Background: an optimization exercise with open tools, aiming at small area, a short achievable clock period and few clock cycles per item. Do not read the settings as production practice. Function was checked by simulation only, so behaviour that the tests miss may differ from the original. Power and IR drop assume default switching activity.

[flow/constraint.sdc]
create_clock -name core_clock -period 33.0 [get_ports {clk}]
set_input_delay 6.6000 -clock core_clock [delete_from_list [all_inputs] [get_ports {clk}]]
set_output_delay 6.6000 -clock core_clock [all_outputs]
set_load 0.01 [all_outputs]
[flow/flow/run.sh]
#!/bin/bash
# The standard layout, with sky130_fd_sc_hd__buf_1 as the buffer that
# buffer_ports puts on every input and output port.
set -euo pipefail
export BUFFER_PORTS_ARGS="-buffer_cell sky130_fd_sc_hd__buf_1"
bash standard.sh > standard_flow.log 2>&1
[flow/config.mk]
export PLATFORM = sky130hd
export DESIGN_NAME = alpha_compositor
export DESIGN_NICKNAME = alpha_compositor
export VERILOG_FILES = /design/flow/design.v
export SDC_FILE = /design/flow/constraint.sdc
export NUM_CORES = 4
export LEC_CHECK = 0
export ABC_AREA = 1
export CAP_MARGIN = 20
export CORE_MARGIN = 2
export CORE_UTILIZATION = 60
export CTS_CLUSTER_DIAMETER = 100
export CTS_CLUSTER_SIZE = 30
export SLEW_MARGIN = 60
[flow/standard.sh]
#!/bin/bash
# synth_recipe.tcl (not shown) runs the flow's synth.tcl, then flattens the netlist and writes it again
# the make line also repeats each setting of config.mk as NAME=value (left out here)
make -C /OpenROAD-flow-scripts/flow DESIGN_CONFIG=/design/flow/config.mk WORK_HOME=/design/flow/orfs CLKGATE_MAP_FILE= SYNTH_SCRIPT=/design/flow/synth_recipe.tcl "${@:-finish}"
[flow/design.v]
module alpha_compositor (
    input  wire         clk,
    input  wire         rst,         
    input  wire         cmd_valid,
    output wire         cmd_ready,
    input  wire [127:0] cmd,
    output reg          rsp_valid,
    input  wire         rsp_ready,
    output wire [47:0]  rsp
);
    function [31:0] csa;
        input [15:0] x;
        input [15:0] y;
        input [15:0] z;
        reg   [15:0] s;
        reg   [15:0] c;
        begin
            s   = x ^ y ^ z;
            c   = (x & y) | (x & z) | (y & z);
            csa = {c[14:0], 1'b0, s};
        end
    endfunction
    function [15:0] wsum;
        input [9:0] F;
        input [9:0] B;
        input [5:0] a;
        reg   [15:0] r0, r1, r2, r3, r4, r5;
        reg   [31:0] t1, t2, t3, t4;
        begin
            r0 = {6'd0, a[0] ? F : B};
            r1 = {5'd0, a[1] ? F : B, 1'd0};
            r2 = {4'd0, a[2] ? F : B, 2'd0};
            r3 = {3'd0, a[3] ? F : B, 3'd0};
            r4 = {2'd0, a[4] ? F : B, 4'd0};
            r5 = {1'd0, a[5] ? F : B, 5'd0};
            t1 = csa(r0, r1, r2);
            t2 = csa(r3, r4, r5);
            t3 = csa(t1[15:0], t1[31:16], t2[15:0]);
            t4 = csa(t3[15:0], t3[31:16], t2[31:16]);
            wsum = t4[15:0] + t4[31:16];
        end
    endfunction
    reg        ready_q;
    assign cmd_ready = ready_q;
    wire       accept = cmd_valid && ready_q;
    wire [7:0] cop = cmd[127:120];
    reg        v1;
    reg [7:0]  op1;
    reg [15:0] a0, a1;          
    reg [5:0]  a2;              
    reg        a2hi;            
    reg        xbad1;           
    reg        chan1, bch1, bpx1, use31;
    always @(posedge clk) begin
        op1   <= cop;
        a0    <= cmd[95:80];
        a1    <= cmd[79:64];
        a2    <= cmd[53:48];
        a2hi  <= cmd[63:54] != 10'd0;
        xbad1 <= (cmd[119:96] != 24'd0) || (cmd[47:0] != 48'd0);
        chan1 <= (cop == 8'h02) || (cop == 8'h04);
        bch1  <= (cop == 8'h04);
        bpx1  <= (cop == 8'h05);
        use31 <= (cop == 8'h04) || (cop == 8'h05);
        v1    <= accept && !rst;
    end
    wire is_nop  = op1 == 8'h00;
    wire is_sqrt = op1 == 8'h01;
    wire is_mch  = op1 == 8'h02;
    wire is_mpx  = op1 == 8'h03;
    wire is_bch  = op1 == 8'h04;
    wire is_bpx  = op1 == 8'h05;
    wire is_uv   = op1 == 8'h08;
    wire is_set  = (op1 == 8'h10) || (op1 == 8'h11);
    wire legal   = is_nop | is_sqrt | is_mch | is_mpx | is_bch | is_bpx | is_uv | is_set;
    wire use2 = is_mch | is_mpx | is_bch | is_bpx;
    wire rsv_bad = xbad1 || (is_nop && a0 != 16'd0) || (!use2 && a1 != 16'd0)
                || (!use31 && (a2hi || a2 != 6'd0));
    wire rng_bad = (is_sqrt && a0[15:12] != 4'd0)
                || (chan1 && (a0[15:6] != 10'd0 || a1[15:6] != 10'd0))
                || (is_bch && a2hi);
    wire [1:0] cause = !legal ? 2'd1 : rsv_bad ? 2'd2 : rng_bad ? 2'd3 : 2'd0;
    wire [15:0] bgpx  = bpx1 ? a1 : 16'd0;
    wire [5:0]  al    = use31 ? a2 : a1[5:0];
    wire        alhi  = use31 ? a2hi : (a1[15:6] != 10'd0);
    wire [5:0]  g_f   = chan1 ? a0[5:0] : a0[10:5];
    wire [5:0]  g_b   = bch1 ? a1[5:0] : bgpx[10:5];
    wire [9:0]  FR, BR, FG, BG, FB, BB;
    ac_sq5 u_fr (.i(a0[15:11]),   .o(FR));
    ac_sq5 u_br (.i(bgpx[15:11]), .o(BR));
    ac_sq6 u_fg (.i(g_f),         .o(FG));
    ac_sq6 u_bg (.i(g_b),         .o(BG));
    ac_sq5 u_fb (.i(a0[4:0]),     .o(FB));
    ac_sq5 u_bb (.i(bgpx[4:0]),   .o(BB));
    wire [15:0] sR = wsum(FR, BR, al);
    wire [15:0] sG = wsum(FG, BG, al);
    wire [15:0] sB = wsum(FB, BB, al);
    wire [15:0] gin = is_sqrt ? {a0[11:0], 4'd0} : sG;
    wire al_hi   = alhi || al == 6'd63;
    wire al_zero = !alhi && al == 6'd0;
    wire [8:0]  uv_th;
    ac_uv_angle u_ang (.f0(a0), .th(uv_th));
    reg [2:0]  kind;
    reg [15:0] side;
    always @(*) begin
        if (cause != 2'd0) begin
            kind = 3'd1; side = {6'd0, op1, cause};
        end else if (is_mch) begin
            kind = 3'd2; side = sG;
        end else if ((is_mpx || is_bpx) && al_hi) begin
            kind = 3'd2; side = a0;
        end else if ((is_mpx || is_bpx) && al_zero) begin
            kind = 3'd2; side = a1;
        end else if (is_mpx || is_bpx) begin
            kind = 3'd3; side = 16'd0;
        end else if (is_sqrt || is_bch) begin
            kind = 3'd4; side = 16'd0;
        end else if (is_uv) begin
            kind = 3'd5; side = {7'd0, uv_th};
        end else begin
            kind = 3'd0; side = 16'd0;
        end
    end
    reg        v2;
    reg [2:0]  kind2;
    reg [15:0] side2;
    reg [9:0]  sR2, sB2;            
    reg [11:0] sG2;                 
    always @(posedge clk) begin
        v2    <= v1 && !rst;
        kind2 <= kind;
        side2 <= side;
        sR2   <= sR[15:6];
        sG2   <= gin[15:4];
        sB2   <= sB[15:6];
    end
    wire [4:0] rR, rB;
    wire [5:0] rG;
    ac_isqrt10 u_qr (.n(sR2), .r(rR));
    ac_isqrt12 u_qg (.n(sG2), .r(rG));
    ac_isqrt10 u_qb (.n(sB2), .r(rB));
    reg [1:0]  kc;
    reg [15:0] pc;
    always @(*) begin
        case (kind2)
            3'd1:    begin kc = 2'd3; pc = side2; end
            3'd2:    begin kc = 2'd1; pc = side2; end
            3'd3:    begin kc = 2'd1; pc = {rR, rG, rB}; end
            3'd4:    begin kc = 2'd1; pc = {10'd0, rG}; end
            3'd5:    begin kc = 2'd2; pc = side2; end
            default: begin kc = 2'd0; pc = side2; end
        endcase
    end
    reg [17:0] qm [0:2];
    reg [1:0]  wp, rp, cnt;
    reg [1:0]  occ;             
    always @(posedge clk) begin
        if (v2)
            qm[wp] <= {kc, pc};
    end
    wire        qne   = cnt != 2'd0;
    wire        have  = qne || v2;
    wire [17:0] nxt   = qne ? qm[rp] : {kc, pc};
    wire [8:0] uqr = qne ? qm[rp][8:0] : side2[8:0];
    wire [17:0] uv;
    ac_uv_table u_tab (.th(uqr), .o(uv));
    wire [8:0] dx = uv[8:0];
    wire [8:0] dy = uv[17:9];
    reg        fault;
    reg [7:0]  s_op;
    reg [1:0]  s_cause;
    reg [15:0] res0;
    reg [8:0]  res1;            
    reg        res1_s;          
    assign rsp = {s_op, 2'b00, s_cause, 3'b000, fault, {4{res1_s}}, {3{res1[8]}}, res1, res0};
    wire [1:0] wp_i  = (wp == 2'd2) ? 2'd0 : wp + 2'd1;
    wire [1:0] rp_i  = (rp == 2'd2) ? 2'd0 : rp + 2'd1;
    wire [1:0] t_wp  = (v2 && qne) ? wp_i : wp;
    wire [1:0] t_rp  = qne ? rp_i : rp;
    wire [1:0] t_cnt = cnt - {1'b0, qne} + {1'b0, v2 && qne};
    wire [1:0] h_wp  = v2 ? wp_i : wp;
    wire [1:0] h_cnt = cnt + {1'b0, v2};
    wire [1:0] occ_a = occ + {1'b0, accept};
    wire       t_rdy = (occ_a - {1'b0, have}) != 2'd3;
    wire       h_rdy = occ_a != 2'd3;
    wire [1:0] t_occ = occ_a - {1'b0, have};
    wire [1:0] nk   = nxt[17:16];
    wire       live = have && !fault;
    wire       upd0 = live && (nk == 2'd1 || nk == 2'd2);
    wire       upd1 = live && (nk == 2'd2);
    wire       updf = live && (nk == 2'd3);
    wire [15:0] r0n = (nk == 2'd2) ? {{7{dx[8]}}, dx} : nxt[15:0];
    wire take = !rsp_valid || rsp_ready;
    always @(posedge clk) begin
        if (rst || (take && upd0)) res0 <= rst ? 16'd0 : r0n;
    end
    always @(posedge clk) begin
        if (rst || (take && upd1)) res1 <= rst ? 9'd0 : dy;
    end
    always @(posedge clk) begin
        if (rst || (take && upd1)) res1_s <= !rst && uqr > 9'd72 && uqr < 9'd216;
    end
    always @(posedge clk) begin
        if (rst || (take && updf)) begin
            fault   <= !rst;
            s_op    <= rst ? 8'd0 : nxt[9:2];
            s_cause <= rst ? 2'd0 : nxt[1:0];
        end
    end
    always @(posedge clk) begin
        if (rst) begin
            wp        <= 2'd0;
            rp        <= 2'd0;
            cnt       <= 2'd0;
            occ       <= 2'd0;
            ready_q   <= 1'b1;
            rsp_valid <= 1'b0;
        end else if (take) begin
            wp        <= t_wp;
            rp        <= t_rp;
            cnt       <= t_cnt;
            occ       <= t_occ;
            ready_q   <= t_rdy;
            rsp_valid <= have;
        end else begin
            wp        <= h_wp;
            cnt       <= h_cnt;
            occ       <= occ_a;
            ready_q   <= h_rdy;
        end
    end
endmodule
module ac_sq5(i, o);
  input [4:0] i;
  wire [4:0] i;
  output [9:0] o;
  wire [9:0] o;
  wire n0;
  wire n1;
  wire n10;
  wire n11;
  wire n12;
  wire n13;
  wire n14;
  wire n15;
  wire n16;
  wire n17;
  wire n18;
  wire n19;
  wire n2;
  wire n20;
  wire n3;
  wire n4;
  wire n5;
  wire n6;
  wire n7;
  wire n8;
  wire n9;
  assign n7 = ~i[0];
  assign n6 = i[2] & ~(i[1]);
  assign n5 = ~(i[3] ^ i[2]);
  assign n4 = ~n5;
  assign o[4] = n7 ? n6 : n4;
  assign o[2] = i[1] & ~(i[0]);
  assign n3 = ~i[3];
  assign n2 = i[1] & ~(n5);
  assign n1 = n2 & ~(n7);
  assign n0 = n3 & ~(n1);
  assign o[9] = i[4] & ~(n0);
  assign n20 = ~(i[2] ^ i[1]);
  assign o[3] = i[0] & ~(n20);
  assign n19 = i[4] & i[0];
  assign n18 = n5 & ~(n7);
  assign n17 = ~((n18 & i[2]) | n2);
  assign o[5] = ~(n17 ^ n19);
  assign n16 = ~i[2];
  assign n15 = n1 | ~(i[4]);
  assign o[8] = ~((i[3] & n16) | n15);
  assign n14 = ~n0;
  assign n13 = ~(i[4] & i[1]);
  assign n12 = i[1] ? i[4] : i[2];
  assign n11 = n12 & ~(n19);
  assign o[6] = ~((n11 | n3) & (n13 | n14));
  assign n10 = i[3] | ~(i[2]);
  assign n9 = ~i[1];
  assign n8 = i[4] ? n9 : n16;
  assign o[7] = ~((n8 | n3) & (n15 | n10));
  assign o[1:0] = { 1'h0, i[0] };
endmodule
module ac_sq6(i, o);
  input [5:0] i;
  wire [5:0] i;
  output [9:0] o;
  wire [9:0] o;
  wire n0;
  wire n1;
  wire n10;
  wire n11;
  wire n12;
  wire n13;
  wire n14;
  wire n15;
  wire n16;
  wire n17;
  wire n18;
  wire n19;
  wire n2;
  wire n20;
  wire n21;
  wire n22;
  wire n23;
  wire n24;
  wire n25;
  wire n26;
  wire n27;
  wire n28;
  wire n29;
  wire n3;
  wire n30;
  wire n31;
  wire n32;
  wire n33;
  wire n34;
  wire n35;
  wire n36;
  wire n37;
  wire n38;
  wire n39;
  wire n4;
  wire n40;
  wire n41;
  wire n42;
  wire n43;
  wire n44;
  wire n45;
  wire n46;
  wire n47;
  wire n48;
  wire n49;
  wire n5;
  wire n50;
  wire n51;
  wire n52;
  wire n53;
  wire n6;
  wire n7;
  wire n8;
  wire n9;
  assign n51 = ~((n52 | i[5]) & i[2]);
  assign n50 = i[5] & ~(i[3]);
  assign n49 = i[3] & ~(i[5]);
  assign n48 = ~((n50 & n52) | n49);
  assign n47 = ~(n48 & i[4]);
  assign n46 = n51 & ~(n47);
  assign n45 = n32 | n18;
  assign o[7] = ~((n45 & n37) | n46);
  assign o[9] = i[5] & ~(n31);
  assign n44 = n32 & ~(n30);
  assign n43 = n46 | ~(n44);
  assign n42 = ~((n52 | i[4]) & n8);
  assign n41 = n48 & ~(n42);
  assign n40 = ~(o[9] & n17);
  assign n39 = ~((n41 | i[2]) & n40);
  assign o[6] = n43 & ~(n39);
  assign n38 = n13 & ~(n17);
  assign o[1] = i[0] & ~(n38);
  assign n37 = ~i[4];
  assign n36 = i[5] & ~(i[1]);
  assign n35 = ~i[5];
  assign n34 = i[2] & i[3];
  assign n33 = n34 | n35;
  assign n32 = n33 & ~(n36);
  assign n31 = n37 & ~(n32);
  assign n30 = i[4] & i[3];
  assign n29 = n30 & ~(n35);
  assign o[8] = n29 | n31;
  assign o[0] = i[1] & ~(i[0]);
  assign n28 = ~o[0];
  assign n27 = ~(i[2] | i[3]);
  assign n26 = ~(n27 | n34);
  assign n25 = ~n26;
  assign n24 = ~(n34 | i[1]);
  assign n23 = ~(n24 | n27);
  assign n22 = n37 & ~(n23);
  assign n21 = ~(n23 & i[4]);
  assign n20 = ~(n21 & i[0]);
  assign o[3] = ~((n20 | n22) & (n25 | n28));
  assign n19 = ~i[0];
  assign n18 = ~i[3];
  assign n17 = i[2] & ~(i[1]);
  assign n16 = ~(i[4] ^ i[3]);
  assign n15 = n17 & ~(n16);
  assign n14 = n15 | n18;
  assign n13 = i[2] | ~(i[1]);
  assign n12 = n13 | n37;
  assign n11 = ~((n12 & n14) | n19);
  assign n10 = i[5] & ~(n11);
  assign n9 = ~(n10 & i[0]);
  assign n8 = i[1] | ~(i[3]);
  assign n7 = n17 | i[0];
  assign n6 = ~((n7 | n8) & (n16 | n28));
  assign n5 = ~((n11 & n35) | n6);
  assign o[4] = ~(n5 & n9);
  assign o[2] = i[0] ? n26 : n17;
  assign n4 = i[4] & ~(i[0]);
  assign n3 = ~((n4 | i[3]) & (n30 | i[2]));
  assign n2 = n10 & ~(n3);
  assign n1 = ~n3;
  assign n0 = ~((n1 | n10) & i[1]);
  assign n53 = ~((n11 & n36) | n15);
  assign o[5] = ~((n0 | n2) & n53);
  assign n52 = i[0] & i[1];
endmodule
module ac_isqrt12(n, r);
  input [11:0] n;
  wire [11:0] n;
  output [5:0] r;
  wire [5:0] r;
  wire n0;
  wire n1;
  wire n10;
  wire n11;
  wire n12;
  wire n13;
  wire n14;
  wire n15;
  wire n16;
  wire n17;
  wire n18;
  wire n19;
  wire n2;
  wire n20;
  wire n21;
  wire n22;
  wire n23;
  wire n24;
  wire n25;
  wire n26;
  wire n27;
  wire n28;
  wire n29;
  wire n3;
  wire n30;
  wire n31;
  wire n32;
  wire n33;
  wire n34;
  wire n35;
  wire n36;
  wire n37;
  wire n38;
  wire n39;
  wire n4;
  wire n40;
  wire n41;
  wire n42;
  wire n43;
  wire n44;
  wire n45;
  wire n46;
  wire n47;
  wire n48;
  wire n49;
  wire n5;
  wire n50;
  wire n51;
  wire n52;
  wire n53;
  wire n54;
  wire n55;
  wire n56;
  wire n57;
  wire n58;
  wire n59;
  wire n6;
  wire n60;
  wire n61;
  wire n62;
  wire n63;
  wire n64;
  wire n65;
  wire n66;
  wire n67;
  wire n68;
  wire n69;
  wire n7;
  wire n70;
  wire n71;
  wire n72;
  wire n73;
  wire n74;
  wire n75;
  wire n76;
  wire n77;
  wire n78;
  wire n79;
  wire n8;
  wire n80;
  wire n81;
  wire n9;
  assign r[3] = ~n48;
  assign n47 = ~(n[5] | n[4]);
  assign n46 = ~n47;
  assign n45 = ~n53;
  assign n44 = n[11] & ~(n50);
  assign n43 = ~(n55 & n59);
  assign n42 = ~((n43 & n44) | (n48 & n45));
  assign n41 = n61 & ~(n49);
  assign n40 = ~((n48 & r[4]) | n41);
  assign n39 = n40 ^ n[8];
  assign n38 = ~(n39 & r[5]);
  assign n37 = n39 ^ n52;
  assign n36 = n[6] ? n48 : n46;
  assign n35 = r[4] & ~(n36);
  assign n34 = ~r[4];
  assign n33 = ~(n36 & n34);
  assign n32 = n48 | n[6];
  assign n31 = ~((n32 & n[7]) | n41);
  assign n30 = ~((n31 & n33) | n35);
  assign n29 = ~((n30 | n37) & n38);
  assign n28 = n29 & n42;
  assign n27 = n28 ? n48 : n46;
  assign n26 = n27 ^ n[6];
  assign n25 = n26 ^ r[4];
  assign n24 = ~n[4];
  assign n23 = n24 & ~(n28);
  assign n22 = n23 ^ n[5];
  assign n21 = n22 | n48;
  assign n20 = n22 ^ n48;
  assign n19 = n[3] | n[2];
  assign n18 = n[4] ? n28 : n19;
  assign n17 = n20 & ~(n18);
  assign n16 = n21 & ~(n17);
  assign n15 = n25 & ~(n16);
  assign n14 = ~((n26 & r[4]) | n15);
  assign n13 = n33 & ~(n35);
  assign n12 = n13 & ~(n28);
  assign n11 = n12 ^ n31;
  assign n10 = ~(n11 ^ n52);
  assign n9 = n10 & n14;
  assign n8 = n52 & ~(n11);
  assign n7 = n30 ^ n37;
  assign n6 = ~((n39 & n42) | n7);
  assign n5 = n6 | n8;
  assign n4 = ~(n5 | n9);
  assign r[1] = ~n4;
  assign r[2] = ~n28;
  assign n3 = n4 ? n28 : n19;
  assign n2 = n3 ^ n24;
  assign n1 = n2 | n48;
  assign n0 = n18 ^ n20;
  assign n81 = n4 ? n22 : n0;
  assign n80 = n4 | n[2];
  assign n79 = n80 ^ n[3];
  assign n78 = n79 & ~(n28);
  assign n77 = ~(n[1] | n[0]);
  assign n76 = n[2] ? r[1] : n77;
  assign n75 = n28 & ~(n79);
  assign n74 = n76 & ~(n75);
  assign n73 = ~n2;
  assign n72 = ~((n73 | r[3]) & (n74 | n78));
  assign n71 = ~((n72 & n1) | (n81 & n34));
  assign n70 = ~n26;
  assign n69 = n16 ^ n25;
  assign n68 = n4 ? n70 : n69;
  assign n67 = ~((n68 | n52) & (n81 | n34));
  assign n66 = n6 | ~(n11);
  assign n65 = n10 ^ n14;
  assign n64 = ~((n65 & n66) | (n68 & n52));
  assign r[0] = ~((n67 | n71) & n64);
  assign n63 = ~(n[8] | n[9]);
  assign n62 = ~n63;
  assign r[4] = n[10] ? n[11] : n62;
  assign n61 = ~(n[7] | n[6]);
  assign n60 = ~(n61 | n[8]);
  assign n59 = ~n60;
  assign n58 = ~(n[8] & n[9]);
  assign n57 = n[10] & ~(n[11]);
  assign n56 = ~(n57 & n[9]);
  assign n55 = n56 & n58;
  assign n54 = ~n55;
  assign n53 = ~((r[4] & n63) | n54);
  assign n52 = ~(n[11] | n[10]);
  assign r[5] = ~n52;
  assign n51 = ~((r[5] & n53) | n59);
  assign n50 = ~(n63 ^ n[10]);
  assign n49 = n[11] ? n50 : n58;
  assign n48 = n49 & ~(n51);
endmodule
module ac_isqrt10(n, r);
  input [9:0] n;
  wire [9:0] n;
  output [4:0] r;
  wire [4:0] r;
  wire n0;
  wire n1;
  wire n10;
  wire n11;
  wire n12;
  wire n13;
  wire n14;
  wire n15;
  wire n16;
  wire n17;
  wire n18;
  wire n19;
  wire n2;
  wire n20;
  wire n21;
  wire n22;
  wire n23;
  wire n24;
  wire n25;
  wire n26;
  wire n27;
  wire n28;
  wire n29;
  wire n3;
  wire n30;
  wire n31;
  wire n32;
  wire n33;
  wire n34;
  wire n35;
  wire n36;
  wire n37;
  wire n38;
  wire n39;
  wire n4;
  wire n40;
  wire n5;
  wire n6;
  wire n7;
  wire n8;
  wire n9;
  assign n25 = ~n[8];
  assign n24 = ~(n[8] | n[7]);
  assign n23 = n[6] | ~(n24);
  assign n22 = ~((n25 | n[9]) & n23);
  assign r[3] = ~n22;
  assign n21 = ~((n25 | n[7]) & n[9]);
  assign n20 = n[4] | n[6];
  assign n19 = n20 | n[5];
  assign n18 = n21 & ~(n19);
  assign n17 = ~(n[9] | n[7]);
  assign n16 = n18 & ~(n17);
  assign n15 = n[9] & n[6];
  assign n14 = n15 ^ n24;
  assign n13 = n21 | ~(n14);
  assign n12 = ~n[3];
  assign n11 = n[2] | n[4];
  assign n10 = n12 & ~(n11);
  assign n9 = n10 | ~(n[5]);
  assign n8 = ~n[7];
  assign n7 = n[9] ? n25 : n8;
  assign r[2] = ~((n7 & n23) | n18);
  assign n6 = r[2] ^ r[3];
  assign n5 = n[5] | ~(n10);
  assign n4 = n24 | n[6];
  assign n3 = n[9] ? n[7] : n4;
  assign n2 = ~(n3 & n5);
  assign n1 = ~((n6 & n9) | n2);
  assign n0 = n13 & ~(n1);
  assign r[1] = n16 | ~(n0);
  assign n40 = n[0] | n[2];
  assign n39 = ~(n40 | n[1]);
  assign n38 = ~(n39 & n12);
  assign n37 = n0 ^ r[2];
  assign n36 = ~n[4];
  assign n35 = ~((n39 | n12) & (n6 | n36));
  assign n34 = ~((n37 & n38) | n35);
  assign n33 = ~(n6 & n36);
  assign n32 = r[4] & ~(n17);
  assign n31 = n[9] ^ n[6];
  assign n30 = ~((n31 | n36) & (n32 | n24));
  assign n29 = ~((n30 & n[5]) | (n33 & n14));
  assign n28 = ~(r[1] & n13);
  assign n27 = n14 ? n[5] : n3;
  assign n26 = ~((n27 & n28) | n16);
  assign r[0] = ~((n29 | n34) & n26);
  assign r[4] = n[8] | n[9];
endmodule
module ac_uv_angle(f0, th);
  input [15:0] f0;
  wire [15:0] f0;
  output [8:0] th;
  wire [8:0] th;
  wire n0;
  wire n1;
  wire n10;
  wire n11;
  wire n12;
  wire n13;
  wire n14;
  wire n15;
  wire n16;
  wire n17;
  wire n18;
  wire n19;
  wire n2;
  wire n20;
  wire n21;
  wire n22;
  wire n23;
  wire n24;
  wire n25;
  wire n26;
  wire n27;
  wire n28;
  wire n29;
  wire n3;
  wire n30;
  wire n31;
  wire n32;
  wire n33;
  wire n34;
  wire n35;
  wire n36;
  wire n37;
  wire n38;
  wire n39;
  wire n4;
  wire n40;
  wire n41;
  wire n42;
  wire n43;
  wire n5;
  wire n6;
  wire n7;
  wire n8;
  wire n9;
  assign n26 = f0[14] & f0[8];
  assign n25 = ~(f0[13] | f0[7]);
  assign n24 = f0[12] & f0[6];
  assign n23 = ~f0[5];
  assign n22 = ~(f0[4] | f0[11]);
  assign n21 = f0[4] ^ f0[11];
  assign n20 = ~((n21 & n23) | n22);
  assign n19 = f0[12] ^ f0[6];
  assign n18 = ~((n19 & n20) | n24);
  assign n17 = f0[13] ^ f0[7];
  assign n16 = ~((n17 & n18) | n25);
  assign n15 = f0[14] ^ f0[8];
  assign n14 = ~((n15 & n16) | n26);
  assign n13 = f0[15] ^ f0[9];
  assign n12 = ~(n13 ^ n14);
  assign n11 = n19 ^ n20;
  assign n10 = n11 & ~(n12);
  assign n9 = n15 ^ n16;
  assign n8 = ~(n21 ^ f0[5]);
  assign n7 = n8 | n9;
  assign n6 = n17 ^ n18;
  assign n5 = n6 & f0[10];
  assign n4 = n13 & ~(n14);
  assign n3 = ~((f0[15] & f0[9]) | n4);
  assign n2 = n6 ^ f0[10];
  assign n1 = n2 & ~(n3);
  assign n0 = ~(n1 | n5);
  assign n43 = n8 ^ n9;
  assign n42 = n43 & ~(n0);
  assign n41 = n7 & ~(n42);
  assign n40 = ~(n11 ^ n12);
  assign n39 = n40 & ~(n41);
  assign n38 = ~(n39 | n10);
  assign n37 = ~(n2 ^ n3);
  assign n36 = n37 & n38;
  assign n35 = ~(n43 ^ n0);
  assign n34 = n35 | n36;
  assign n33 = n40 ^ n41;
  assign n32 = n34 & ~(n33);
  assign n31 = ~(n37 | n38);
  assign n30 = n35 & ~(n31);
  assign th[8] = n32 & ~(n30);
  assign n29 = ~(n31 | n36);
  assign th[7] = ~(n29 ^ n32);
  assign th[6] = ~(n33 ^ n34);
  assign n28 = ~n30;
  assign n27 = n29 | n32;
  assign th[5] = ~((n27 | n28) & n34);
  assign th[4] = ~f0[4];
  assign th[3:0] = f0[3:0];
endmodule
module ac_uv_table(th, o);
  input [8:0] th;
  wire [8:0] th;
  output [17:0] o;
  wire [17:0] o;
  wire n0;
  wire n1;
  wire n10;
  wire n100;
  wire n101;
  wire n102;
  wire n103;
  wire n104;
  wire n105;
  wire n106;
  wire n107;
  wire n108;
  wire n109;
  wire n11;
  wire n110;
  wire n111;
  wire n112;
  wire n113;
  wire n114;
  wire n115;
  wire n116;
  wire n117;
  wire n118;
  wire n119;
  wire n12;
  wire n120;
  wire n121;
  wire n122;
  wire n123;
  wire n124;
  wire n125;
  wire n126;
  wire n127;
  wire n128;
  wire n129;
  wire n13;
  wire n130;
  wire n131;
  wire n132;
  wire n133;
  wire n134;
  wire n135;
  wire n136;
  wire n137;
  wire n138;
  wire n139;
  wire n14;
  wire n140;
  wire n141;
  wire n142;
  wire n143;
  wire n144;
  wire n145;
  wire n146;
  wire n147;
  wire n148;
  wire n149;
  wire n15;
  wire n150;
  wire n151;
  wire n152;
  wire n153;
  wire n154;
  wire n155;
  wire n156;
  wire n157;
  wire n158;
  wire n159;
  wire n16;
  wire n160;
  wire n161;
  wire n162;
  wire n163;
  wire n164;
  wire n165;
  wire n166;
  wire n167;
  wire n168;
  wire n169;
  wire n17;
  wire n170;
  wire n171;
  wire n172;
  wire n173;
  wire n174;
  wire n175;
  wire n176;
  wire n177;
  wire n178;
  wire n179;
  wire n18;
  wire n180;
  wire n181;
  wire n182;
  wire n183;
  wire n184;
  wire n185;
  wire n186;
  wire n187;
  wire n188;
  wire n189;
  wire n19;
  wire n190;
  wire n191;
  wire n192;
  wire n193;
  wire n194;
  wire n195;
  wire n196;
  wire n197;
  wire n198;
  wire n199;
  wire n2;
  wire n20;
  wire n200;
  wire n201;
  wire n202;
  wire n203;
  wire n204;
  wire n205;
  wire n206;
  wire n207;
  wire n208;
  wire n209;
  wire n21;
  wire n210;
  wire n211;
  wire n212;
  wire n213;
  wire n214;
  wire n215;
  wire n216;
  wire n217;
  wire n218;
  wire n219;
  wire n22;
  wire n220;
  wire n221;
  wire n222;
  wire n223;
  wire n224;
  wire n225;
  wire n226;
  wire n227;
  wire n228;
  wire n229;
  wire n23;
  wire n230;
  wire n231;
  wire n232;
  wire n233;
  wire n234;
  wire n235;
  wire n236;
  wire n237;
  wire n238;
  wire n239;
  wire n24;
  wire n240;
  wire n241;
  wire n242;
  wire n243;
  wire n244;
  wire n245;
  wire n246;
  wire n247;
  wire n248;
  wire n249;
  wire n25;
  wire n250;
  wire n251;
  wire n252;
  wire n253;
  wire n254;
  wire n255;
  wire n256;
  wire n257;
  wire n258;
  wire n259;
  wire n26;
  wire n260;
  wire n261;
  wire n262;
  wire n263;
  wire n264;
  wire n265;
  wire n266;
  wire n267;
  wire n268;
  wire n269;
  wire n27;
  wire n270;
  wire n271;
  wire n272;
  wire n273;
  wire n274;
  wire n275;
  wire n276;
  wire n277;
  wire n278;
  wire n279;
  wire n28;
  wire n280;
  wire n281;
  wire n29;
  wire n3;
  wire n30;
  wire n31;
  wire n32;
  wire n33;
  wire n34;
  wire n35;
  wire n36;
  wire n37;
  wire n38;
  wire n39;
  wire n4;
  wire n40;
  wire n41;
  wire n42;
  wire n43;
  wire n44;
  wire n45;
  wire n46;
  wire n47;
  wire n48;
  wire n49;
  wire n5;
  wire n50;
  wire n51;
  wire n52;
  wire n53;
  wire n54;
  wire n55;
  wire n56;
  wire n57;
  wire n58;
  wire n59;
  wire n6;
  wire n60;
  wire n61;
  wire n62;
  wire n63;
  wire n64;
  wire n65;
  wire n66;
  wire n67;
  wire n68;
  wire n69;
  wire n7;
  wire n70;
  wire n71;
  wire n72;
  wire n73;
  wire n74;
  wire n75;
  wire n76;
  wire n77;
  wire n78;
  wire n79;
  wire n8;
  wire n80;
  wire n81;
  wire n82;
  wire n83;
  wire n84;
  wire n85;
  wire n86;
  wire n87;
  wire n88;
  wire n89;
  wire n9;
  wire n90;
  wire n91;
  wire n92;
  wire n93;
  wire n94;
  wire n95;
  wire n96;
  wire n97;
  wire n98;
  wire n99;
  assign n254 = ~th[8];
  assign n253 = ~(th[0] | th[1]);
  assign n252 = n253 & ~(th[2]);
  assign n251 = ~(th[4] | th[5]);
  assign n250 = th[7] & ~(n251);
  assign n249 = ~((th[6] & th[7]) | n250);
  assign n248 = ~(th[3] | th[5]);
  assign n247 = th[6] & ~(n248);
  assign n246 = ~((th[4] & th[6]) | th[7]);
  assign n245 = n246 & ~(n247);
  assign n244 = n245 | ~(n249);
  assign n243 = ~((n247 & n250) | th[8]);
  assign n242 = n243 & n244;
  assign n241 = n242 ^ th[3];
  assign n240 = ~(n241 | n252);
  assign n239 = n249 & ~(th[8]);
  assign n238 = ~(n239 & th[4]);
  assign n237 = ~(n239 | th[4]);
  assign n236 = n238 & ~(n237);
  assign n235 = ~th[3];
  assign n234 = n235 & ~(n242);
  assign n233 = n234 & n252;
  assign n232 = n233 ^ n236;
  assign n231 = n232 & ~(n240);
  assign n230 = ~((n234 & n238) | n237);
  assign n229 = n230 ^ th[5];
  assign n228 = ~n229;
  assign n227 = n231 & ~(n228);
  assign n226 = ~n227;
  assign n225 = ~(n230 | th[5]);
  assign n224 = ~(n225 ^ th[6]);
  assign n223 = ~n224;
  assign n222 = ~((n226 & n254) | n223);
  assign n221 = ~n222;
  assign n220 = n252 & ~(n235);
  assign n219 = ~n220;
  assign n218 = n241 & ~(n252);
  assign n217 = n219 & ~(n218);
  assign n216 = n232 & ~(n217);
  assign n215 = n216 & ~(n228);
  assign n214 = ~th[1];
  assign n213 = ~th[0];
  assign n212 = n242 & ~(n213);
  assign n211 = n212 ^ n214;
  assign n210 = ~n211;
  assign n209 = ~n253;
  assign n208 = n209 & ~(n242);
  assign n207 = n208 ^ th[2];
  assign n206 = th[1] & ~(th[0]);
  assign n205 = n206 & n207;
  assign n204 = ~(n205 | n252);
  assign n203 = n204 & ~(n210);
  assign n202 = n209 & ~(n207);
  assign n201 = n202 | n203;
  assign n200 = n215 & ~(n201);
  assign n199 = n231 | n242;
  assign n198 = n199 ^ n228;
  assign n197 = n231 ? n228 : n198;
  assign n196 = ~(n206 | n211);
  assign n195 = n196 & ~(n207);
  assign n194 = n216 & ~(n195);
  assign n193 = n197 & ~(n194);
  assign n192 = ~(n232 ^ n240);
  assign n191 = ~n192;
  assign n190 = ~n206;
  assign n189 = ~(n207 & n209);
  assign n188 = n189 & n240;
  assign n187 = ~(n188 & n190);
  assign n186 = n207 ? n190 : n213;
  assign n185 = ~((n191 | n253) & n217);
  assign n184 = ~((n185 & n187) | (n186 & n191));
  assign n183 = ~n236;
  assign n182 = n183 & ~(n217);
  assign n181 = n189 & ~(n252);
  assign n180 = n181 & ~(n211);
  assign n179 = ~((n180 | n205) & n182);
  assign n178 = n184 | ~(n179);
  assign n177 = n193 & ~(n178);
  assign n176 = n252 ? n235 : n241;
  assign n175 = n207 & ~(n176);
  assign n174 = n213 & ~(n175);
  assign n173 = n187 & ~(n211);
  assign n172 = ~n217;
  assign n171 = n192 & ~(n172);
  assign n170 = ~n171;
  assign n169 = ~((n170 | n203) & (n173 | n192));
  assign n168 = ~((n174 & n182) | n169);
  assign n167 = ~((n197 | n168) & n221);
  assign o[9] = ~((n167 | n177) & (n200 | n221));
  assign n166 = n243 & ~(n245);
  assign n165 = ~n166;
  assign n164 = ~n197;
  assign n163 = ~n232;
  assign n162 = n186 & ~(n253);
  assign n161 = ~n207;
  assign n160 = n161 & ~(n196);
  assign n159 = ~(n160 | n162);
  assign n158 = n159 | n163;
  assign n157 = n186 & n218;
  assign n156 = n158 & ~(n157);
  assign n155 = th[0] & ~(n207);
  assign n154 = ~n155;
  assign n153 = n154 & ~(n203);
  assign n152 = n153 ^ n217;
  assign n151 = n192 ? n156 : n152;
  assign n150 = ~(n211 & th[0]);
  assign n149 = n150 & ~(n206);
  assign n148 = n154 & ~(n149);
  assign n147 = ~(n148 | n159);
  assign n146 = n172 ? n213 : n147;
  assign n145 = ~(n146 & n191);
  assign n144 = n211 & ~(n181);
  assign n143 = n144 | n202;
  assign n142 = n205 | ~(n182);
  assign n141 = ~((n142 | n203) & (n143 | n170));
  assign n140 = n197 & ~(n141);
  assign n139 = ~((n140 & n145) | (n151 & n164));
  assign n138 = n139 | ~(n221);
  assign n137 = n166 & o[9];
  assign n136 = n144 & n215;
  assign n135 = n207 & ~(n149);
  assign n134 = n135 | n159;
  assign n133 = n188 & ~(n210);
  assign n132 = ~((n188 | n211) & n192);
  assign n131 = ~((n132 | n133) & (n134 | n192));
  assign n130 = ~(n131 | n197);
  assign n129 = ~n130;
  assign n128 = n186 & ~(n252);
  assign n127 = n171 & ~(n196);
  assign n126 = n128 | ~(n127);
  assign n125 = ~n196;
  assign n124 = n207 & ~(n150);
  assign n123 = n124 | n176;
  assign n122 = n123 | n160;
  assign n121 = ~((n122 & n191) | (n157 & n125));
  assign n120 = ~(n121 & n126);
  assign n119 = n197 & ~(n120);
  assign n118 = n221 & ~(n119);
  assign n117 = ~((n118 & n129) | (n136 & n222));
  assign n116 = n117 & n166;
  assign n115 = n116 | n137;
  assign n114 = ~((n115 | n138) & n166);
  assign n113 = ~((n154 & n211) | n195);
  assign n112 = n113 & ~(n182);
  assign n111 = ~(n112 & n169);
  assign n110 = ~(n134 | n192);
  assign n109 = n182 & ~(n113);
  assign n108 = n134 & n200;
  assign n107 = n108 | n109;
  assign n106 = ~((n110 & n217) | n107);
  assign n105 = ~((n106 & n111) | n197);
  assign n104 = n180 | ~(n189);
  assign n103 = ~((n104 & n191) | (n185 & n189));
  assign n102 = ~(n149 & n216);
  assign n101 = ~(n102 & n197);
  assign n100 = ~((n101 | n103) & n221);
  assign n99 = ~(n100 | n105);
  assign n98 = ~((n99 & n114) | n165);
  assign n97 = ~(n197 | n222);
  assign n96 = n195 | n172;
  assign n95 = n192 & ~(n144);
  assign n94 = ~(n188 | n192);
  assign n93 = n180 | n217;
  assign n92 = ~((n93 & n94) | (n95 & n96));
  assign n91 = n183 & ~(n176);
  assign n90 = n198 & ~(n91);
  assign n89 = ~(n90 | n222);
  assign n88 = ~((n89 & n193) | (n92 & n97));
  assign n87 = ~((n88 | n98) & n166);
  assign n86 = ~((n94 | n171) & n221);
  assign n85 = n86 | n193;
  assign n84 = n87 & ~(n85);
  assign n83 = n84 | ~(n166);
  assign n82 = n97 & ~(n171);
  assign o[16] = n82 ^ n83;
  assign o[15] = ~(n85 ^ n87);
  assign o[14] = n88 ^ n98;
  assign n81 = ~n97;
  assign n80 = ~(n134 | n155);
  assign n79 = n80 | n172;
  assign n78 = ~(n144 | n180);
  assign n77 = n78 & ~(n205);
  assign n76 = n79 & ~(n77);
  assign n75 = n133 | n192;
  assign n74 = ~((n127 & n181) | (n143 & n182));
  assign n73 = ~((n75 | n76) & n74);
  assign n72 = n149 & ~(n207);
  assign n71 = n135 | ~(n176);
  assign n70 = n71 | n72;
  assign n69 = n218 & ~(n236);
  assign n68 = ~((n70 & n94) | n69);
  assign n67 = n68 | n222;
  assign n66 = ~((n67 & n81) | (n73 & n164));
  assign o[13] = ~(n66 ^ n98);
  assign o[12] = n99 ^ n114;
  assign o[11] = n115 ^ n138;
  assign o[10] = n117 ^ n137;
  assign n65 = ~n160;
  assign n64 = n227 | n242;
  assign n63 = n64 ^ n223;
  assign n62 = ~n63;
  assign n61 = n198 & ~(n232);
  assign n60 = ~((n149 | n176) & (n175 | th[0]));
  assign n59 = ~n198;
  assign n58 = ~(n232 & n176);
  assign n57 = ~((n58 | n124) & n59);
  assign n56 = n236 & ~(n176);
  assign n55 = ~n56;
  assign n54 = n162 & ~(n55);
  assign n53 = ~n91;
  assign n52 = ~n176;
  assign n51 = n232 | n52;
  assign n50 = n51 | ~(n148);
  assign n49 = n155 | n206;
  assign n48 = ~((n49 | n53) & n50);
  assign n47 = n48 | n54;
  assign n46 = ~(n198 & n232);
  assign n45 = ~((n150 | n175) & n190);
  assign n44 = ~((n45 | n46) & (n47 | n57));
  assign n43 = ~((n60 & n61) | n44);
  assign n42 = ~(n64 & n223);
  assign n41 = n219 & ~(n42);
  assign n40 = ~n41;
  assign n39 = ~((n40 | n65) & (n43 | n62));
  assign o[0] = ~n39;
  assign n38 = ~n239;
  assign n37 = ~n72;
  assign n36 = n53 | n80;
  assign n35 = ~((n51 | n159) & n59);
  assign n34 = ~((n127 & n204) | n35);
  assign n33 = ~n61;
  assign n32 = ~(n149 ^ n175);
  assign n31 = n204 & ~(n147);
  assign n30 = ~((n31 | n46) & (n32 | n33));
  assign n29 = ~((n34 & n36) | n30);
  assign n28 = ~((n29 | n62) & (n40 | n37));
  assign n27 = n239 & ~(n39);
  assign n26 = n27 | ~(n28);
  assign n25 = ~((n146 | n206) & n207);
  assign n24 = ~((n25 & n154) | n33);
  assign n23 = ~(n56 & n147);
  assign n22 = n72 | ~(n181);
  assign n21 = n22 | n53;
  assign n20 = n150 & n204;
  assign n19 = ~((n20 | n51) & (n58 | th[0]));
  assign n18 = n21 & ~(n19);
  assign n17 = ~((n18 & n23) | n198);
  assign n16 = n190 & ~(n160);
  assign n15 = n16 ^ n176;
  assign n14 = ~((n15 | n46) & n63);
  assign n13 = n14 | n17;
  assign n12 = n13 | n24;
  assign n11 = ~((n12 | n26) & n239);
  assign n10 = n16 | ~(n176);
  assign n9 = n10 ^ n31;
  assign n8 = n9 | n46;
  assign n7 = ~n241;
  assign n6 = ~n113;
  assign n5 = ~((n45 & n7) | (n6 & n176));
  assign n4 = ~((n52 & n253) | n232);
  assign n3 = n202 | ~(n4);
  assign n2 = n149 & ~(n155);
  assign n1 = ~((n2 | n55) & (n58 | n211));
  assign n0 = n3 & ~(n1);
  assign n281 = ~((n0 & n59) | (n5 & n61));
  assign n280 = ~((n281 & n8) | n62);
  assign n279 = ~((n280 & n11) | n38);
  assign n278 = n175 | ~(n232);
  assign n277 = n71 & ~(n278);
  assign n276 = ~(n123 & n163);
  assign n275 = ~((n276 | n72) & n198);
  assign n274 = ~((n275 | n277) & n57);
  assign n273 = n277 | n171;
  assign n272 = ~((n273 | n57) & n63);
  assign n271 = n272 | ~(n274);
  assign n270 = ~((n271 | n279) & n239);
  assign n269 = ~((n278 & n53) | n62);
  assign n268 = n269 & n57;
  assign n267 = ~(n268 & n270);
  assign n266 = ~(n267 & n239);
  assign n265 = n63 & n90;
  assign o[7] = n265 ^ n266;
  assign o[6] = n268 ^ n270;
  assign o[5] = n271 ^ n279;
  assign n264 = ~((n119 | n77) & n232);
  assign n263 = ~((n119 & n77) | n264);
  assign n262 = n51 | ~(n22);
  assign n261 = ~((n53 | n143) & n262);
  assign n260 = n261 | n263;
  assign n259 = ~((n78 & n172) | n278);
  assign n258 = n69 | n198;
  assign n257 = ~((n258 | n259) & n63);
  assign n256 = ~((n260 & n198) | n257);
  assign o[4] = ~(n256 ^ n279);
  assign o[3] = n280 ^ n11;
  assign n255 = ~(n26 & n239);
  assign o[2] = ~(n12 ^ n255);
  assign o[1] = ~(n27 ^ n28);
  assign o[17] = ~((n82 & n84) | n165);
  assign o[8] = ~((n176 | n238) & n266);
endmodule
==> impl_metrics.tcl, run 1 <==
set metrics [dict create \
    crit_fanout 4 \
    grt.busiest_layer "met2" \
    final_cell_mix "553 x nand2_1, 347 x inv_1, 277 x o21ai_0, 176 x buf_1, 157 x nor2_1" \
    synth-edff-count 91 \
    drive_gt1_share_pct 6.181 \
    total_power_mw 2.093 \
    path_cells "buf_1" \
    synthSimpleGateAreaFrac_pct 22.86 \
    synth-xor-area-share_pct 2.241 \
    numPortBuffers 176 \
    fp.dieH_um 175.5 \
    synth_top_family_by_area "simple AND/OR/NAND/NOR gates" \
    gp_congestion 0.9618 \
    leakage_nw 8.789 \
    rows 62 \
    worstPathRequired_ns 26.40 \
    antenna_found_initial 1 \
    endpoint_kind "output port" \
    grtUsageMet1_pct 41.42 \
    ys_seq_area_share_pct 28.76 \
    path_buf_inv 1 \
    worstSetupPathType "flip-flop to output port" \
    initial_core_util_pct 61.14 \
    first_iter_violations 1400 \
    yosys.area.top_type_share_pct 15.49 \
    synth_area_per_cell_sq_um 7.432 \
    arrival_ns 1.15 \
    clk_latency_ns 0.51 \
    tns_ns 0 \
    yosysWarningCount 1 \
    grt_overflow 0 \
    post_cts_hold_buffer_count 0 \
    wl_um 52060 \
    clock_sinks 208 \
    grt_use_total_pct 33.62 \
    cts_tree "yes" \
    yosysTopAreaCell "edfxtp_1" \
    synth_fa_ha_area_share_pct 19.33 \
    post_cts_buffers 0 \
    synth_top_flop_cell "dfxtp_1" \
    grt_pass1_vias 16390 \
    synthCells 2374 \
    nets 2862 \
    async_flop_share_pct 0 \
    viasPerCell 5.766 \
    hold_violations 0 \
    fin_crit_sh_pct 23.49 \
    vias 16780 \
    path_delay_family "flip-flops" \
    pre_cts_ws_ns 24.95 \
    hold-worst-slack_ns 0.4211 \
    clock_path_buffers 3 \
    layout_commonest_cell "nand2_1" \
    slew_headroom_pct 54.96 \
    cts_root_buffer "clkbuf_16" \
    hpwl_um 41420 \
    die-area_sq_um 30800 \
    drc 0 \
    syn_area_sq_um 17640 \
    syn_to_final_growth_pct 8.488 \
    grt_pass1_wl_um 83040 \
    grt_max_degree 47 \
    wl_per_cell_um 17.89 \
    worstMarginPinSlew_ns 0.6694 \
    powerDensity_nw_per_um2 109.3 \
    fmaxAchievable_mhz 129.0 \
    fin_skew_ns 0.06236 \
    die_w_um 175.5 \
    clk_pin_slew_ns 0.10 \
    rsz0062_at_grt "false" \
    peakVddDrop_uv 64.69 \
    yosys-top-cells-area "edfxtp_1 15%, dfxtp_1 13%, nand2_1 12%, fa_1 11%, o21ai_0 8.2%" \
    first_pass_iters 6 \
    cpPeakStageDelay_ns 0.51 \
    gr-usage-met3_pct 2.597 \
    ant_nets 0 \
    yosys_register_bits 208 \
    outcome "no timing/DRC/antenna violations" \
    slew_viol_final 0 \
    yosysUniqueCellTypes 64 \
    use_met2_pct 60.33 \
    hp-class "flip-flop to flip-flop" \
    cpMaxStageDelayCell "edfxtp_1" \
    cts_buffers 12 \
    core_area_sq_um 28860 \
    cts_resized 0 \
    period_needed_ns 7.752 \
    worst_setup_path_start_kind "flip-flop" \
    synthMuxAreaShare_pct 0.06382 \
    synth_compound_area_share_pct 16.70 \
    drv_cap 0 \
    final.setup.worst_slack_ns 25.25 \
    ios 182 \
    setup_viol 0 \
    htreeDepth 1 \
]
cell type report:
type                       instances  area, sq um
fill                            2550         9716
tap                              384        480.5
clock buffer                      15        311.5
antenna                            2        5.005
inverter                         377         1421
sequential                       208         5077
timing repair buffer             196        808.3
multi-input combinational       1723        10940
clock inverter                     5        95.09
registers in the layout, summed over array words and instances (netlist names), 9 cells and up, named ones only:
register  flops
qm           54
a0           16
sR2          10
side2        16
sB2          10
sG2          12
res0         16
res1          9
a1           16
metal layers:
layer | part of all wire (%) | routed length (um)
met1 | 39 | 20140
met4 | 4.7 | 2443
met5 | 0 | 0
met3 | 7.6 | 3961
met2 | 49 | 25510
per-stage QoR:
stage / cell area (sq um) / util [%] / cells
final: 19140 / 66.33 / 2910
after global routing: 19140 / 66.32 / 2908
after CTS: 19100 / 66.20 / 2908
after detailed placement: 18700 / 64.79 / 2888
after global placement: 18630 / 64.57 / 2887
after floorplan: 17660 / - / 2378
kinds of logic (layout without fill, tap and decap cells):
kind of cell               Yosys count  after routing
other                                1              7
muxes                                1              1
buffers and inverters              447            593
AOI/OAI and AO/OA                  517            517
DFF                                208            208
and+or+nand+nor                    945            945
xor gates and xnor gates            43             43
adders and majority gates          212            212
path summary, 6_finish.rpt:
kind / to / depth (start not counted) / slack [ns] / startpoint
setup / recovery: rsp[27] / 1 / 25.25 / res1[8]$_SDFFCE_PP0P_
hold / removal: v2$_DFF_P_ / 2 / 0.42 / v1$_DFF_P_
setup reg to reg: res0[15]$_SDFFCE_PP0P_ / 33 / 25.81 / flip-flop
hold reg to reg: v2$_DFF_P_ / 2 / 0.42 / v1$_DFF_P_
power breakdown:
part,switching (mW),internal (mW),total (mW),leakage [nW]
Clock,0.0917,0.0802,0.172,0.194
Combinational,1.05,0.507,1.56,6.77
Sequential,0.0339,0.331,0.365,1.83
Total,1.18,0.918,2.09,8.79
cells in the mapped netlist (10+ instances only):
cell and number:
inv_1 350, inv_2 18, edfxtp_1 91, buf_4 14
nand3_1 100, xnor2_1 10, o211ai_1 11, ha_1 111
o31ai_1 10, nor2_1 160, fa_1 101, or2_2 19
o22ai_1 16, nor4_1 32, nand4_1 15, xor2_1 32
dfxtp_1 117, o21ai_1 11, nand2_1 553, clkbuf_1 46
nand2_2 19, a21oi_1 97, nor3_1 22, o21ai_0 290
Testbench counts, summed over its fixed seeds: cycles 18,018, items 18,000.
==> run 2: changes to the inputs <==
--- a/flow/config.mk
+++ b/flow/config.mk
@@ -13,2 +13,2 @@
 export CTS_CLUSTER_SIZE = 30
-export SLEW_MARGIN = 60
+export SLEW_MARGIN = 50
==> run 2 against run 1 <==
Net effect:
- die area stayed put
- clock skew down 0.043 ns
- core utilization down 0.23 points
- combinational power about the same
- global-route usage up 0.094 points
- critical path type unchanged
- highest routed layer unchanged
==> impl_metrics.tcl, run 2 <==
set metrics [dict create \
    hold_violations 0 \
    grt_max_degree 47 \
    final_cells 2909 \
    yosysWarningCount 1 \
    numPortBuffers 176 \
    place_area_sq_um 18650 \
    synth_top_flop_cell "dfxtp_1" \
    fin_crit_sh_pct 23.56 \
    drc 0 \
    outcome "no timing/DRC/antenna violations" \
    worstSetupPathType "flip-flop to output port" \
    worst_setup_path_start_kind "flip-flop" \
    rows 62 \
    synth_common_cells "553 x nand2_1, 350 x inv_1, 290 x o21ai_0, 160 x nor2_1, 117 x dfxtp_1" \
    arrival_ns 1.17 \
    cpPeakStageDelay_ns 0.51 \
    total_power_mw 2.091 \
    gp_congestion 0.9618 \
    fin_skew_ns 0.01894 \
    worstMarginPinSlew_ns 0.7039 \
    viasPerCell 5.770 \
    fin_area_sq_um 19080 \
    path_delay_family "flip-flops" \
    final_cell_mix "553 x nand2_1, 348 x inv_1, 284 x o21ai_0, 176 x buf_1, 159 x nor2_1" \
    grt_use_total_pct 33.71 \
    hpwl_um 41230 \
    async_flop_share_pct 0 \
    slew_headroom_pct 52.58 \
    setup_viol 0 \
    first_iter_violations 1501 \
    clock_path_buffers 3 \
    syn_to_final_growth_pct 8.112 \
    hp-start "v1$_DFF_P_" \
    cts_resized 0 \
    largest_register_ffs 54 \
    ant_nets 0 \
    synthCells 2374 \
    wl_um 51790 \
    endpoint_kind "output port" \
    path_cells "buf_1" \
    largest_register "qm" \
    leakage_nw 8.779 \
    clock_sinks 208 \
    wl_per_cell_um 17.80 \
    fp.dieH_um 175.5 \
    yosys-top-cells-area "edfxtp_1 15%, dfxtp_1 13%, nand2_1 12%, fa_1 11%, o21ai_0 8.2%" \
    r2r_slack_ns 25.79 \
    drive_gt1_share_pct 5.745 \
    post_cts_hold_buffer_count 0 \
    die-area_sq_um 30800 \
    worstPathRequired_ns 26.40 \
    layout_commonest_cell "nand2_1" \
    antenna_found_initial 1 \
    first_pass_iters 6 \
    crit_fanout 4 \
    period_needed_ns 7.774 \
    r2r_end "res0[15]$_SDFFCE_PP0P_" \
    rr_worst_depth 33 \
    clk_pin_slew_ns 0.10 \
    cpMaxStageDelayCell "edfxtp_1" \
    startpoint "res1[8]$_SDFFCE_PP0P_" \
    slew_viol_final 0 \
    cts_buffers 12 \
    grt_pass1_wl_um 83230 \
    synth_area_per_cell_sq_um 7.432 \
    post_cts_buffers 0 \
    yosysTopAreaCell "edfxtp_1" \
    powerDensity_nw_per_um2 109.6 \
    tns_ns 0 \
    die_w_um 175.5 \
    fmaxAchievable_mhz 128.6 \
    rsz0062_at_grt "false" \
    htreeDepth 1 \
    ios 182 \
    cts_tree "yes" \
    syn_area_sq_um 17640 \
    yosysUniqueCellTypes 64 \
    synth-edff-count 91 \
    nFillCells 2529 \
    initial_core_util_pct 61.14 \
    grt_pass1_vias 16240 \
    cts_root_buffer "clkbuf_16" \
    yosysMostFrequentCell "nand2_1" \
    nets 2862 \
    clk_latency_ns 0.49 \
    vias 16790 \
    hold_depth 2 \
    yosys.area.top_type_share_pct 15.49 \
    path_buf_inv 1 \
    ys_seq_area_share_pct 28.76 \
    hp-class "flip-flop to flip-flop" \
    hold-path-endpoint "v2$_DFF_P_" \
    core_area_sq_um 28860 \
    drv_cap 0 \
    final_core_util_pct 66.10 \
    yosys_register_bits 208 \
    grt_overflow 0 \
    placed_cells 2887 \
    peakVddDrop_uv 63.58 \
]
-- run 2: report_power, final --
part	switching [mW]	internal (mW)	total [mW]
registers	0.0336	0.331	0.364
clock network	0.0898	0.0807	0.171
logic	1.05	0.506	1.56
-- run 2: how the worst max path moves through the flow --
stage | slack [ns] | end | depth (start not counted)
6_report | 25.23 | rsp[27] | 1
4_1_cts | 25.22 | rsp[27] | 1
5_1_grt | 25.17 | res0[15]$_SDFFCE_PP0P_ | 37
3_5_place_dp | 24.95 | res0[11]$_SDFFCE_PP0P_ | 5
3_3_place_gp | 24.97 | res0[10]$_SDFFCE_PP0P_ | 5
2_1_floorplan | 24.60 | res0[0]$_SDFFCE_PP0P_ | 2
-- run 2: cell families after synthesis --
group,Yosys count,synth area share [%]
AOI/OAI and AO/OA,517,16.70
buffers and inverters,447,10.02
xor gates and xnor gates,43,2.241
adders and majority gates,212,19.33
and+or+nand+nor,945,22.86
muxes,1,0.06382
DFF,208,28.76
other,1,0.02125
-- run 2: per-stage QoR --
step           hold slack (ns)  setup slack, ns
2_1_floorplan           0.3883            24.60
4_1_cts                 0.4291            25.22
3_5_place_dp            0.4083            24.95
3_3_place_gp            0.3972            24.97
6_report                0.4221            25.23
5_1_grt                 0.4641            25.17
-- run 2: area by class of cell --
class	instances	area (sq um)	share of cell area (%)
clock inverter	3	43.79	0.2296
clock buffer	17	361.6	1.896
inverter	377	1420	7.445
antenna	1	2.502	0.01312
timing repair buffer	196	810.8	4.250
tap	384	480.5	2.519
multi-input combinational	1723	10880	57.04
sequential	208	5076	26.61
-- run 2: routing by layer --
layer | vias to the layer above | GRT usage (%) | share of wire, %
met5 | - | 0 | 0
met4 | 0 | 14.88 | 5.1
met3 | 140 | 2.338 | 7.4
met2 | 755 | 59.92 | 49
met1 | 7822 | 42.23 | 39
li1 | 8069 | - | -

## port drivers added, routing unchanged
Ports are ideal in the flow. The routed layouts listed here were re-timed in OpenROAD. Step 1: set_driving_cell puts a clkbuf_16 on clk and a buf_2 on each other input, an assumption about the parent block. Step 2 times the ports against the registers' clock, not the clock port: input delays grow and output delays shrink by t, the midpoint of the rising clock arrivals with the driver on. a / b / c = ideal / step 1 / step 2; a / b = the first two.
run | t (ns) | setup WS [ns] | worst hold slack (ns) | worst slew at a driven data input, ns
run 1 | 0.520 | 25.248 / 25.209 / 24.927 | 0.421 / 0.421 / 0.421 | 0.09
run 2 | 0.529 | 25.226 / 25.183 / 24.920 | 0.422 / 0.422 / 0.422 | 0.09
After both steps setup and hold are still met in every run listed. The setup slack of run 1, which loses most, moves by -0.039 ns with the drivers and by -0.321 ns with both steps.
